What follows belongs to an exercise in optimizing a design on an open flow for small area, a short achievable clock period and few clock cycles; a production flow would make more cautious choices.
RTL that was checked went through simulation tests only; none was proved equivalent to the original.
No activity file was given, so power comes from the tool's default toggle rates.

build 4:
==> flow/design.v (excerpt) <==
module ssb_seqgen (
    input  wire        clk,
    input  wire        rst,           
    input  wire        start,
    input  wire [1:0]  op,
    input  wire [11:0] len,           
    input  wire [30:0] cinit,         
    input  wire [8:0]  nid1,          
    input  wire [1:0]  nid2,          
    input  wire [9:0]  ncell,         
    input  wire [5:0]  issb,          
    input  wire [6:0]  lmax,          
    input  wire        nhf,           
    output wire        ready,
    output wire        out_valid,
    output wire [31:0] out_data,
    input  wire        out_ready
);
Settings: LEC_CHECK=0, CAP_MARGIN=20, CORE_MARGIN=2, CORE_UTILIZATION=55, CTS_BUF_LIST=sky130_fd_sc_hd__clkbuf_8, PLACE_DENSITY=0.7, SLEW_MARGIN=20; clock period 10.0 ns.
standard.sh (not shown) runs the stock make flow with config.mk's settings and CLKGATE_MAP_FILE= SYNTH_SCRIPT=/design/flow/synth_recipe.tcl, a recipe that flattens the netlist after the stock synthesis.
==> flow/flow/run.sh <==
#!/bin/bash
# The standard layout (the standard.sh, unchanged synthesis), with
# repair_timing asked for extra setup margin so that the layout is
# optimised for a shorter achieved period. Every port gets a buf_2 from the
# standard buffer_ports. The clock tree uses clkbuf_8, sink clusters of up
# to 30 and no dummy loads. Each step's output is logged.
bash standard.sh synth > synth.log 2>&1
bash standard.sh SETUP_SLACK_MARGIN=7.0 \
    "BUFFER_PORTS_ARGS=-buffer_cell sky130_fd_sc_hd__buf_2" \
    "CTS_ARGS=-sink_clustering_enable -repair_clock_nets -buf_list sky130_fd_sc_hd__clkbuf_8 -sink_clustering_size 30 -sink_clustering_max_diameter 100 -dont_use_dummy_load" \
    finish > finish.log 2>&1
Testbench counts of build 4, summed over its fixed seeds: cycles 16,268.
Changes in build 49 relative to build 4:
-- flow/design.v --
<<< build 4, line 28
    reg         st_free;                  
    reg         st_start;                 
    reg         st_spend;                 
    reg         st_warm;                  
    reg         st_wa;                    
>>> build 49, line 28
    reg         st_free;                  
    reg         st_start;                 
    reg         st_warm;                  
    reg         st_wa;                    
<<< build 4, line 34
    reg         st_emit;                  
    reg         st_clr;                   
    reg         geq;                      
    reg         xq;                       
    reg  [1:0]  gop;
    reg  [30:0] x1, x2;
>>> build 49, line 33
    reg         st_emit;                  
    reg         st_clr;                   
    reg  [1:0]  gop;
    reg  [30:0] x1, x2;
<<< build 4, line 272
    wire        seq_emit  = seq_act && slot;
    wire        seq_free  = !seq_act || (seq_emit && seq_last);
    wire        gold_emit = geq && slot;
    wire        gold_done = gold_emit && g_last;
    wire        clr_go    = gold_done && !dmrs && short;     
    wire        clr_done  = st_clr && scnt[4:0] == 5'd31;
    wire        seq_load  = (st_start || st_spend) && op_seq && seq_free;
    wire        warm_end  = st_warm && !st_wa && x1 == X1_SEND;
    wire        seq_neg  = a0[0] ^ (sss & XS1[idx1]);
>>> build 49, line 269
    wire        seq_emit  = seq_act && slot;
    wire        seq_free  = !seq_act || (seq_emit && seq_last);
    wire        gold_emit = st_emit && !seq_act && slot;
    wire        gold_done = gold_emit && g_last;
    wire        clr_go    = gold_done && !dmrs && short;     
    wire        clr_done  = st_clr && scnt[4:0] == 5'd31;
    wire        seq_load  = st_start && op_seq && seq_free;
    wire        warm_end  = st_warm && !st_wa && x1 == X1_SEND;
    wire        seq_neg  = a0[0] ^ (sss & XS1[idx1]);
<<< build 4, line 306
            st_free  <= 1'b1;
            st_start <= 1'b0;
            st_spend <= 1'b0;
            st_warm  <= 1'b0;
            st_wa    <= 1'b0;
>>> build 49, line 303
            st_free  <= 1'b1;
            st_start <= 1'b0;
            st_warm  <= 1'b0;
            st_wa    <= 1'b0;
<<< build 4, line 314
        end else begin
            st_free  <= (st_free && !start) || (st_start && op_prsg && prsg_empty) ||
                        ((st_start || st_spend) && op_seq && seq_free) ||
                        (gold_done && !clr_go) || clr_done;
            st_start <= st_free && start;
            st_spend <= (st_start || st_spend) && op_seq && !seq_free;
            st_fb    <= st_start && op_dmrs;
            st_warm  <= st_fb || (st_start && op_prsg && !prsg_empty) ||
>>> build 49, line 310
        end else begin
            st_free  <= (st_free && !start) || (st_start && op_prsg && prsg_empty) ||
                        (st_start && op_seq && seq_free) ||
                        (gold_done && !clr_go) || clr_done;
            st_start <= (st_free && start) || (st_start && op_seq && !seq_free);
            st_fb    <= st_start && op_dmrs;
            st_warm  <= st_fb || (st_start && op_prsg && !prsg_empty) ||
<<< build 4, line 328
    end
    wire        st_emit_n = warm_end || (st_emit && !gold_done);
    wire        seq_act_n = seq_load || (seq_act && !(seq_emit && seq_last));
    wire        geq_n     = st_emit_n && !seq_act_n;
    wire        xq_n      = geq_n && (!gop[0] || (gold_emit ? rem[4:0] == 5'd4 : rem[4:0] == 5'd2));
    always @(posedge clk) begin
        geq <= !rst && geq_n;
        xq  <= !rst && xq_n;
    end
    wire        g_step = st_warm || (xq && slot);
    always @(posedge clk) begin
        if (st_free) begin
>>> build 49, line 323
    end
    wire        st_emit_n = warm_end || (st_emit && !gold_done);
    wire        g_step = st_warm || (gold_emit && g_adv);
    always @(posedge clk) begin
        if (st_free) begin
- Global routing met1 resource utilization up 4.9 points in build 49 wrt build 4
- Between build 4 and build 49, fraction of synthesized cell area in xor and xnor cells is lower for build 49, build 4 comes in above that.
- Wire length of the first global-routing pass, build 4 and build 49: smaller value in build 4
- [compare] base=build 4 new=build 49: core utilization +2.4 points; number of standard-cell rows in the floorplan now smaller; power in the clock group now smaller.
Only the layout flow was run in build 49; the RTL was not checked for function there.

== job 105 ==
Another version of the RTL of ssb_seqgen (not shown whole).
For scale: ~140 flip-flops, about 120 I/O pins, ~11000 um^2 of cells after synthesis.
==> flow/design.v (excerpt) <==
module ssb_seqgen (
    input  wire        clk,
    input  wire        rst,           
    input  wire        start,
    input  wire [1:0]  op,
    input  wire [11:0] len,           
    input  wire [30:0] cinit,         
    input  wire [8:0]  nid1,          
    input  wire [1:0]  nid2,          
    input  wire [9:0]  ncell,         
    input  wire [5:0]  issb,          
    input  wire [6:0]  lmax,          
    input  wire        nhf,           
    output wire        ready,
    output wire        out_valid,
    output wire [31:0] out_data,
    input  wire        out_ready
);
clock: 10.0 ns
lec_check: 0
cap_margin: 20
core_margin: 2
core_utilization: 40
cts_buf_list: sky130_fd_sc_hd__clkbuf_8
slew_margin: 20
==> flow/flow/run.sh <==
#!/bin/bash
# The standard layout (the standard.sh, unchanged synthesis), with
# repair_timing asked for extra setup margin so that the layout is
# optimised for a shorter achieved period. Every port gets a buffer, as in
# the standard flow: the outputs a buf_2 (flow/buffer_outputs.tcl, run just
# before the standard buffer_ports), the inputs a buf_1. Each step's output
# is logged. The clock tree uses clkbuf_8, larger sink clusters and no dummy
# loads.
bash standard.sh synth > synth.log 2>&1
bash standard.sh SETUP_SLACK_MARGIN=7.0 "PRE_GLOBAL_PLACE_TCL=$PWD/flow/buffer_outputs.tcl" \
    "BUFFER_PORTS_ARGS=-inputs -buffer_cell sky130_fd_sc_hd__buf_1" \
    "CTS_ARGS=-sink_clustering_enable -repair_clock_nets -buf_list sky130_fd_sc_hd__clkbuf_8 -sink_clustering_size 30 -sink_clustering_max_diameter 100 -dont_use_dummy_load" finish > finish.log 2>&1
==> flow/flow/buffer_outputs.tcl <==
buffer_ports -outputs -buffer_cell sky130_fd_sc_hd__buf_2
Job 105 completed end to end with timing, DRC and antenna clean.
Setup changes, job 105 to job 103
--- a/flow/design.v
+++ b/flow/design.v
@@ -28,21 +28,20 @@
     reg         st_free;                  
     reg         st_start;                 
     reg         st_spend;                 
     reg         st_warm;                  
     reg         st_wa;                    
     reg         st_fb;                    
     reg         st_emit;                  
     reg         st_clr;                   
     reg         geq;                      
     reg         xq;                       
-    reg         x1pre, x2pre;             
     reg  [1:0]  gop;
     reg  [30:0] x1, x2;
     reg  [11:0] rem;                      
     reg         seq_act, sss;
     reg  [6:0]  a0;                       
     reg  [6:0]  idx1;                     
     reg  [6:0]  scnt;
     reg         ovalid;
     reg  [31:0] odata;
     assign ready     = st_free;
@@ -306,68 +305,66 @@
         if (rst) begin
             st_free  <= 1'b1;
             st_start <= 1'b0;
             st_spend <= 1'b0;
             st_warm  <= 1'b0;
             st_wa    <= 1'b0;
             st_fb    <= 1'b0;
             st_emit  <= 1'b0;
             st_clr   <= 1'b0;
         end else begin
-            st_free  <= st_free_n;
+            st_free  <= (st_free && !start) || (st_start && op_prsg && prsg_empty) ||
+                        ((st_start || st_spend) && op_seq && seq_free) ||
+                        (gold_done && !clr_go) || clr_done;
             st_start <= st_free && start;
             st_spend <= (st_start || st_spend) && op_seq && !seq_free;
             st_fb    <= st_start && op_dmrs;
-            st_warm  <= st_warm_n;
+            st_warm  <= st_fb || (st_start && op_prsg && !prsg_empty) ||
+                        (st_warm && !warm_end);
             st_wa    <= st_fb || (st_start && op_prsg && !prsg_empty) ||
                         (st_wa && x1 != X1_SWA);
             st_emit  <= st_emit_n;
             st_clr   <= clr_go || (st_clr && !clr_done);
         end
     end
-    wire        st_free_n = (st_free && !start) || (st_start && op_prsg && prsg_empty) ||
-                            ((st_start || st_spend) && op_seq && seq_free) ||
-                            (gold_done && !clr_go) || clr_done;
-    wire        st_warm_n = st_fb || (st_start && op_prsg && !prsg_empty) ||
-                            (st_warm && !warm_end);
-    wire        x1pre_n   = st_free_n || (st_free && start && op[0] == op[1]) || st_warm_n;
-    wire        x2pre_n   = x1pre_n || (st_start && op_dmrs);
     wire        st_emit_n = warm_end || (st_emit && !gold_done);
     wire        seq_act_n = seq_load || (seq_act && !(seq_emit && seq_last));
     wire        geq_n     = st_emit_n && !seq_act_n;
     wire        xq_n      = geq_n && (!gop[0] || (gold_emit ? rem[4:0] == 5'd4 : rem[4:0] == 5'd2));
     always @(posedge clk) begin
         geq <= !rst && geq_n;
-        x1pre <= !rst && x1pre_n;
-        x2pre <= !rst && x2pre_n;
         xq  <= !rst && xq_n;
     end
-    wire        x1_en = x1pre || (xq && slot);
-    wire        x2_en = x2pre || (xq && slot);
-    wire [30:0] x1_d  = st_free  ? {5'd0, lmax == 7'd4, nhf, issb[2:0], ncell, nid2, nid1} :
-                        st_start ? (op_dmrs ? X1_S0 : X1_S32) :
-                        warm_end ? X1_S1600 : x1_step;
-    wire [30:0] x2_d  = st_free  ? cinit :
-                        st_start ? (op_dmrs ? dmrs_a : x2_jump) :
-                        st_fb    ? dmrs_b :
-                        st_wa    ? x2_jump : x2_step;
-    wire        rem_en = st_free || (st_start && op_dmrs) || gold_emit;
-    wire [11:0] rem_d  = st_free ? len : st_start ? 12'd288 : rem - (dmrs ? 12'd2 : 12'd32);
+    wire        g_step = st_warm || (xq && slot);
     always @(posedge clk) begin
-        if (st_free)
+        if (st_free) begin
+            x1  <= {5'd0, lmax == 7'd4, nhf, issb[2:0], ncell, nid2, nid1};
+            x2  <= cinit;
+            rem <= len;
             gop <= op;
-        if (x1_en)
-            x1 <= x1_d;
-        if (x2_en)
-            x2 <= x2_d;
-        if (rem_en)
-            rem <= rem_d;
+        end else if (st_start) begin
+            if (op_dmrs) begin
+                x1  <= X1_S0;
+                x2  <= dmrs_a;
+                rem <= 12'd288;
+            end else if (op_prsg) begin
+                x1  <= X1_S32;
+                x2  <= x2_jump;
+            end
+        end else if (st_fb) begin
+            x2 <= dmrs_b;
+        end else if (g_step) begin
+            x1 <= warm_end ? X1_S1600 : x1_step;
+            x2 <= st_wa ? x2_jump : x2_step;
+        end
+        if (gold_emit)
+            rem <= rem - (dmrs ? 12'd2 : 12'd32);
     end
     always @(posedge clk) begin
         if (rst)
             ovalid <= 1'b0;
         else
             ovalid <= seq_emit || (gold_emit && !clr_go) || clr_done || (ovalid && !out_ready);
         if (seq_emit || gold_emit)
             odata <= seq_act ? seq_word : gold_word;
         else if (st_clr)
             odata <= {odata[0] & (scnt[4:0] < rem[4:0]), odata[31:1]};
Notes after the runs:
| effective utilization at floorplan | job 103 vs job 105 | 0.37 points lower |
Per the comparison of job 103 with job 105, number of standard cells after synthesis down 12; first-pass GRT wire length up about 1.2%; cell area shows a reduction of 0.79%; cell area after synthesis decreased 2.0%; combined global-route utilization of all metal layers climbed 1.4 points.
Testbench counts of job 103, summed over its fixed seeds: cycles 16,268.
The RTL of job 105 was laid out without a check of its function.

v6:
RTL: one of the versions met above, not the one the previous note started from.
For scale: ~1100 cells after synthesis, roughly 140 flip-flops, roughly 120 I/O pins.
Design ssb_seqgen, start of the top module:
module ssb_seqgen (
    input  wire        clk,
    input  wire        rst,           
    input  wire        start,
    input  wire [1:0]  op,
    input  wire [11:0] len,           
    input  wire [30:0] cinit,         
    input  wire [8:0]  nid1,          
    input  wire [1:0]  nid2,          
    input  wire [9:0]  ncell,         
    input  wire [5:0]  issb,          
    input  wire [6:0]  lmax,          
    input  wire        nhf,           
    output wire        ready,
    output wire        out_valid,
    output wire [31:0] out_data,
    input  wire        out_ready
);
==> flow/config.mk <==
export PLATFORM = sky130hd
export DESIGN_NAME = ssb_seqgen
export DESIGN_NICKNAME = ssb_seqgen
export VERILOG_FILES = /design/flow/design.v
export SDC_FILE = /design/flow/constraint.sdc
export NUM_CORES = 4
export LEC_CHECK = 0
export CAP_MARGIN = 20
export CORE_MARGIN = 2
export CORE_UTILIZATION = 55
export CTS_BUF_LIST = sky130_fd_sc_hd__clkbuf_8
export PLACE_DENSITY = 0.7
export SLEW_MARGIN = 20
==> flow/constraint.sdc <==
create_clock -name core_clock -period 10.0 [get_ports {clk}]
set_input_delay 2.0000 -clock core_clock [delete_from_list [all_inputs] [get_ports {clk}]]
set_output_delay 2.0000 -clock core_clock [all_outputs]
set_load 0.01 [all_outputs]
==> flow/flow/run.sh <==
#!/bin/bash
# The standard layout (the standard.sh, unchanged synthesis), with
# repair_timing asked for extra setup margin so that the layout is
# optimised for a shorter achieved period. Every port gets a buffer: the
# inputs a buf_1 from the standard buffer_ports (after global placement's
# remove_buffers), the outputs a buf_2 from flow/buffer_outputs.tcl at the
# start of the resize step. The clock tree uses clkbuf_8, sink clusters of
# up to 30 and no dummy loads. Each step's output is logged.
bash standard.sh synth > synth.log 2>&1
bash standard.sh SETUP_SLACK_MARGIN=7.0 \
    "BUFFER_PORTS_ARGS=-inputs -buffer_cell sky130_fd_sc_hd__buf_1" \
    "PRE_RESIZE_TCL=$PWD/flow/buffer_outputs.tcl" \
    "CTS_ARGS=-sink_clustering_enable -repair_clock_nets -buf_list sky130_fd_sc_hd__clkbuf_8 -sink_clustering_size 30 -sink_clustering_max_diameter 100 -dont_use_dummy_load" \
    finish > finish.log 2>&1
Scripts as last shown in full above: flow/flow/buffer_outputs.tcl
Testbench counts of v6, summed over its fixed seeds: cycles 16,268.
diff inputs: v6 => v7
--- a/flow/design.v
+++ b/flow/design.v
@@ -18,32 +18,29 @@
 );
     localparam [1:0] OP_PRSG = 2'd0, OP_PSS = 2'd1, OP_SSS = 2'd2, OP_DMRS = 2'd3;
     localparam [126:0] XS1 = 127'h7f54cee9637b5b2470be57344f143040;
     localparam [30:0] X1_S0    = 31'h00000001;
     localparam [30:0] X1_S32   = 31'h48000000;
     localparam [30:0] X1_SWA   = 31'h48000000;
     localparam [30:0] X1_SEND  = 31'h48800000;
     localparam [30:0] X1_S1600 = 31'h5e485840;
     localparam [15:0] P_QPSK = 16'h2D41;   
     localparam [15:0] M_QPSK = 16'hD2BF;   
     reg         st_free;                  
     reg         st_start;                 
-    reg         st_spend;                 
     reg         st_warm;                  
     reg         st_wa;                    
     reg         st_fb;                    
     reg         st_emit;                  
     reg         st_clr;                   
-    reg         geq;                      
-    reg         xq;                       
     reg  [1:0]  gop;
     reg  [30:0] x1, x2;
     reg  [11:0] rem;                      
     reg         seq_act, sss;
     reg  [6:0]  a0;                       
     reg  [6:0]  idx1;                     
     reg  [6:0]  scnt;
     reg         ovalid;
     reg  [31:0] odata;
     assign ready     = st_free;
     assign out_valid = ovalid;
     assign out_data  = odata;
@@ -262,29 +259,29 @@
                 4'b0101: a0_init = 7'b0111011;
                 4'b0110: a0_init = 7'b1100001;
                 4'b1000: a0_init = 7'b1111111;
                 4'b1001: a0_init = 7'b1100011;
                 default: a0_init = 7'b0110111;
             endcase
         end
     end
     wire        slot      = !ovalid || out_ready;
     wire        seq_last  = (scnt == 7'd126);
     wire        seq_emit  = seq_act && slot;
     wire        seq_free  = !seq_act || (seq_emit && seq_last);
-    wire        gold_emit = geq && slot;
+    wire        gold_emit = st_emit && !seq_act && slot;
     wire        gold_done = gold_emit && g_last;
     wire        clr_go    = gold_done && !dmrs && short;     
     wire        clr_done  = st_clr && scnt[4:0] == 5'd31;
-    wire        seq_load  = (st_start || st_spend) && op_seq && seq_free;
+    wire        seq_load  = st_start && op_seq && seq_free;
     wire        warm_end  = st_warm && !st_wa && x1 == X1_SEND;
     wire        seq_neg  = a0[0] ^ (sss & XS1[idx1]);
     wire [31:0] seq_word = {16'd0, seq_neg, 15'h4000};
     always @(posedge clk) begin
         if (rst) begin
             seq_act <= 1'b0;
         end else if (seq_load) begin
             seq_act <= 1'b1;
             sss     <= (gop == OP_SSS);
             a0      <= a0_init;
             idx1    <= nid1m[6:0];
             scnt    <= 7'd0;
@@ -296,54 +293,45 @@
             scnt <= scnt + 7'd1;
         end else if (clr_go) begin
             scnt <= 7'd0;
         end else if (st_clr) begin
             scnt <= scnt + 7'd1;
         end
     end
     wire        prsg_empty = (rem == 12'd0);
     always @(posedge clk) begin
         if (rst) begin
             st_free  <= 1'b1;
             st_start <= 1'b0;
-            st_spend <= 1'b0;
             st_warm  <= 1'b0;
             st_wa    <= 1'b0;
             st_fb    <= 1'b0;
             st_emit  <= 1'b0;
             st_clr   <= 1'b0;
         end else begin
             st_free  <= (st_free && !start) || (st_start && op_prsg && prsg_empty) ||
-                        ((st_start || st_spend) && op_seq && seq_free) ||
+                        (st_start && op_seq && seq_free) ||
                         (gold_done && !clr_go) || clr_done;
-            st_start <= st_free && start;
-            st_spend <= (st_start || st_spend) && op_seq && !seq_free;
+            st_start <= (st_free && start) || (st_start && op_seq && !seq_free);
             st_fb    <= st_start && op_dmrs;
             st_warm  <= st_fb || (st_start && op_prsg && !prsg_empty) ||
                         (st_warm && !warm_end);
             st_wa    <= st_fb || (st_start && op_prsg && !prsg_empty) ||
                         (st_wa && x1 != X1_SWA);
             st_emit  <= st_emit_n;
             st_clr   <= clr_go || (st_clr && !clr_done);
         end
     end
     wire        st_emit_n = warm_end || (st_emit && !gold_done);
-    wire        seq_act_n = seq_load || (seq_act && !(seq_emit && seq_last));
-    wire        geq_n     = st_emit_n && !seq_act_n;
-    wire        xq_n      = geq_n && (!gop[0] || (gold_emit ? rem[4:0] == 5'd4 : rem[4:0] == 5'd2));
-    always @(posedge clk) begin
-        geq <= !rst && geq_n;
-        xq  <= !rst && xq_n;
-    end
-    wire        g_step = st_warm || (xq && slot);
+    wire        g_step = st_warm || (gold_emit && g_adv);
     always @(posedge clk) begin
         if (st_free) begin
             x1  <= {5'd0, lmax == 7'd4, nhf, issb[2:0], ncell, nid2, nid1};
             x2  <= cinit;
             rem <= len;
             gop <= op;
         end else if (st_start) begin
             if (op_dmrs) begin
                 x1  <= X1_S0;
                 x2  <= dmrs_a;
                 rem <= 12'd288;
             end else if (op_prsg) begin
### Flow results
- Having completed the whole flow, v7 delivered a layout that passed the timing, DRC and antenna checks.
- Layout-stage area growth over the synthesis result was lower in the run labelled v6.
- v6 → v7: time the final worst path needs with I/O delays and setup stayed essentially flat, fraction of final layout cells sized beyond drive strength 1 rose by 0.24 points, power rose by 31 µW, clock power rose by about 2%.
- From v6 to v7, number of buffers added to fix hold violations after cts did not move at all.
Only the layout flow was run in v7; the RTL was not checked for function there.

==> what the ideal ports hide <==
The results above use ideal ports. As a check the final layouts listed here were re-extracted and re-timed, cells and wires unchanged.
Step 1 (the two cells are an assumption about what drives the block):
set clk [get_ports {clk}]
set_driving_cell -lib_cell sky130_fd_sc_hd__clkbuf_16 $clk
set_driving_cell -lib_cell sky130_fd_sc_hd__buf_2 [delete_from_list [all_inputs] $clk]
Step 2 moves the port delays by t, midway between the first and last clock arrival at a register: inputs arrive t later, outputs are due t later. That takes back most of the time a late clock gives input paths.
Slacks: ideal / step 1 / step 2; pairs: ideal / step 1.
run	shift t [ns]	slack for setup (ns)	hold WS [ns]	clock arrival spread, ns	worst register clock-pin slew, ns
build 4	0.502	6.932 / 6.891 / 6.444	0.489 / 0.489 / 0.489	0.034 / 0.035	0.09 / 0.09
build 49	0.502	6.869 / 6.882 / 6.379	0.486 / 0.486 / 0.486	0.033 / 0.033	0.09 / 0.09
job 105	0.502	6.845 / 6.852 / 6.351	0.496 / 0.496 / 0.496	0.030 / 0.031	0.09 / 0.09
job 103	0.504	6.981 / 6.960 / 6.482	0.485 / 0.485 / 0.485	0.044 / 0.044	0.11 / 0.11
v6	0.494	6.938 / 6.897 / 6.513	0.482 / 0.482 / 0.482	0.025 / 0.024	0.09 / 0.09
v7	0.493	6.939 / 6.896 / 6.464	0.485 / 0.485 / 0.485	0.027 / 0.027	0.09 / 0.09
After both steps setup and hold are still met in every run listed. The setup slack of job 103, which loses most, moves by -0.021 ns with the drivers and by -0.499 ns with both steps.
